Background: an optimization exercise with open tools, aiming at small area, a short achievable clock period and few clock cycles. Do not read the settings as production practice. Only simulation tests tie the RTL to the original design; equivalence was not proved. Power and IR drop assume default switching activity.

Setup of lane 1:
Design framer, start of the top module:
module framer (
    input  wire        clk,
    input  wire        rst,         
    input  wire        bus_we,
    input  wire [7:0]  bus_addr,
    input  wire [31:0] bus_wdata,
    output reg  [31:0] bus_rdata,
    output reg  [7:0]  tx_data,
    output wire        tx_last,
    output wire        tx_valid,
    input  wire        tx_ready
);
    localparam [5:0] R_CMD = 6'h00, R_STATUS = 6'h01, R_ERRARG = 6'h02,
                     R_CFG = 6'h03, R_RPM_L = 6'h04, R_RPM_R = 6'h05,
                     R_RXD = 6'h06, R_CKRES = 6'h07, R_M1_RPM = 6'h08,
                     R_M1_STAT = 6'h09, R_M1_POS = 6'h0A, R_M2_RPM = 6'h0B,
                     R_M2_STAT = 6'h0C, R_M2_POS = 6'h0D, R_IO1 = 6'h0E,
                     R_IO2 = 6'h0F, R_IO1_FLAGS = 6'h10, R_M1_ROT_LO = 6'h11,
                     R_M1_ROT_HI = 6'h12, R_M2_ROT_LO = 6'h13,
                     R_M2_ROT_HI = 6'h14;
  ...
Settings: LEC_CHECK=0, CAP_MARGIN=20, CORE_MARGIN=2, CORE_UTILIZATION=40, SETUP_SLACK_MARGIN=4.0, SLEW_MARGIN=20; clock period 10.0 ns.
run.sh (not shown) runs the stock make flow with config.mk's settings and CLKGATE_MAP_FILE= SYNTH_SCRIPT=/design/flow/synth_recipe.tcl, a recipe that flattens the netlist after the stock synthesis.
Per the final summary, lane 1 finished and its layout is clean on timing, DRC and antenna.
Testbench counts of lane 1, summed over its fixed seeds: cycles 18,305.
For lane 2, these inputs were changed with respect to lane 1:
# lane 1
export LEC_CHECK = 0
export CAP_MARGIN = 20
export CORE_MARGIN = 2
export CORE_UTILIZATION = 40
export SETUP_SLACK_MARGIN = 4.0
export SLEW_MARGIN = 20
create_clock -name core_clock -period 10.0 [get_ports {clk}]
# lane 2
export LEC_CHECK = 0
export CAP_MARGIN = 20
export CORE_MARGIN = 2
export CORE_UTILIZATION = 60
export PLACE_DENSITY = 0.72
export SETUP_SLACK_MARGIN = 4.0
export SLEW_MARGIN = 20
create_clock -name core_clock -period 10.0 [get_ports {clk}]
Notes after the runs:
- Diff lane 1 -> lane 2: total of plain and repair buffers excluding clock buffers fell 11, portion of total power attributed to combinational logic rose 0.2 points, met2 wirelength from detailed routing about even, time the worst path needs with I/O delays and setup rose 0.072 ns, first-pass GRT wire length rose 1.1%.
- Sort lane 2 and lane 1 by post-layout net count desc -> top: lane 1
- Lane 2 vs lane 1, power per cell area went up by 1.6%.
- Taking lane 2 over lane 1, the cell count ratio works out to 0.920.
- On wire length, lane 1 tracks lane 2 almost exactly.
- Comparing design area for lane 2 and lane 1, the smaller number came from lane 2.
- Compared with lane 1, lane 2 shows a clock buffer instance count of the final layout that is 8.3% lower.

---

Another version of the RTL of framer (not shown whole).
For scale: roughly 86 I/O pins, about 30000 µm² of cells after synthesis.
clock: 10.0 ns
lec_check: 0
cap_margin: 20
core_margin: 2
core_utilization: 40
cts_cluster_diameter: 110
cts_cluster_size: 24
setup_slack_margin: 4.0
slew_margin: 20
Testbench counts at the start, summed over its fixed seeds: cycles 18,305.
==> next run, changes <==
ABC_AREA = 1   (was not set)
CTS_CLUSTER_DIAMETER = not set   (was 110)
CTS_CLUSTER_SIZE = not set   (was 24)
Result:
- The new run completed with no timing, DRC or antenna violations
- total power came out higher by about 36%
- clock power increases by about 75%
- setup slack improves by 0.24 ns
- count of clock-buffer cells in the layout increases by 35
- routed wire length grows by 3.3%
- non-clock buffer count stays the same
- global-route usage increases by 0.87 points
- utilization grows by 2.6 points
==> next run, changes <==
CTS_CLUSTER_DIAMETER = 115   (was not set)
CTS_CLUSTER_SIZE = 26   (was not set)
Area after synthesis is unchanged.
Critical path depth is higher by 3.
Cell area is lower by a few percent.
Hold slack gains 0.0061 ns.
First-iteration DRC count is lower slightly.
Routed wire length is lower slightly.
Power is lower by about a fifth.
Die area is unchanged.
==> next run, changes <==
ABC_AREA = not set   (was 1)
CTS_CLUSTER_DIAMETER = not set   (was 115)
CTS_CLUSTER_SIZE = not set   (was 26)
SETUP_SLACK_MARGIN = 4.2   (was 4.0)
Outcome:
- critical path depth came out lower by 2
- global-route usage hardly moves
- total power went up by a little under a tenth
- worst hold slack degrades by 0.0094 ns
==> next run, changes <==
SETUP_SLACK_MARGIN = 4.0   (was 4.2)
=> The new run finished clean; core utilization shrinks by 0.67 points; wire length increases by 0.38%; critical path depth stays the same; cell area falls by 1.4%; first-iteration DRC count is higher by 3.2%; synthesized cell count is unchanged; clock-buffer cell count fell by 4; sequential power is about the same; total power rose by 1.5%.

---

== run 1 ==
Starting RTL as in the previous note.
clock: 10.0 ns
lec_check: 0
abc_area: 1
cap_margin: 20
core_margin: 2
core_utilization: 40
cts_cluster_diameter: 125
cts_cluster_size: 28
setup_slack_margin: 4.0
slew_margin: 20
Testbench counts of run 1, summed over its fixed seeds: cycles 18,305.
The following lists how run 2 was set up differently from run 1:
# run 1
export LEC_CHECK = 0
export ABC_AREA = 1
export CAP_MARGIN = 20
export CORE_MARGIN = 2
export CORE_UTILIZATION = 40
export CTS_CLUSTER_DIAMETER = 125
export CTS_CLUSTER_SIZE = 28
export SETUP_SLACK_MARGIN = 4.0
export SLEW_MARGIN = 20
create_clock -name core_clock -period 10.0 [get_ports {clk}]
# run 2
export LEC_CHECK = 0
export ABC_AREA = 1
export CAP_MARGIN = 20
export CORE_MARGIN = 2
export CORE_UTILIZATION = 40
export CTS_CLUSTER_DIAMETER = 110
export CTS_CLUSTER_SIZE = 24
export SETUP_SLACK_MARGIN = 4.3
export SLEW_MARGIN = 20
create_clock -name core_clock -period 10.0 [get_ports {clk}]
[summary]
Run 2 reached the end of the flow, and the finished layout is clean on the timing, DRC and antenna checks.
Final worst-path cycle share: lower on run 2
Against run 1 as the reference, run 2 delivers a higher number of cells upsized or downsized after cts.
Compared with run 1, in run 2 relative area of clock buffers and inverters in the final design roughly the same, area growth from synthesis to layout went up 6.5 points, count of clock-buffer cells in the layout now sits higher, non-clock buffer count increased by about 40% relative to the old numbers.
~same overall die height in run 2 and run 1

## port drivers added, routing unchanged
No port has a modelled driver above. Below, the same layouts with a new extraction and two added sets of constraints.
Step 1 sets driving cells, clkbuf_16 on the clock port and buf_2 on the other inputs (assumed; they add their load-dependent delay and slew).
Step 2 times the ports against the registers' clock, not the clock port: input delays grow and output delays shrink by t, the midpoint of the rising clock arrivals with the driver on.
a / b / c = ideal / step 1 / step 2; a / b = the first two.
run | shift t [ns] | setup slack, ns | clock arrival spread, ns
lane 1 | 0.685 | 3.984 / 3.959 / 3.959 | 0.034 / 0.034
lane 2 | 0.673 | 3.912 / 3.912 / 3.912 | 0.044 / 0.044
the first run of note 2 | 0.667 | 3.696 / 3.647 / 3.647 | 0.064 / 0.064
the second run of note 2 | 0.694 | 3.940 / 3.913 / 3.913 | 0.068 / 0.067
the third run of note 2 | 0.651 | 3.995 / 3.963 / 3.963 | 0.062 / 0.061
the fourth run of note 2 | 0.698 | 3.614 / 3.568 / 3.568 | 0.044 / 0.044
the fifth run of note 2 | 0.692 | 3.713 / 3.663 / 3.663 | 0.055 / 0.056
run 1 | 0.647 | 4.002 / 3.965 / 3.965 | 0.040 / 0.040
run 2 | 0.671 | 4.027 / 3.987 / 3.987 | 0.054 / 0.054
After both steps every run listed still meets setup and hold. For the fifth run of note 2, which loses most, drivers alone change the setup slack by -0.050 ns; drivers and shift together by -0.050 ns.
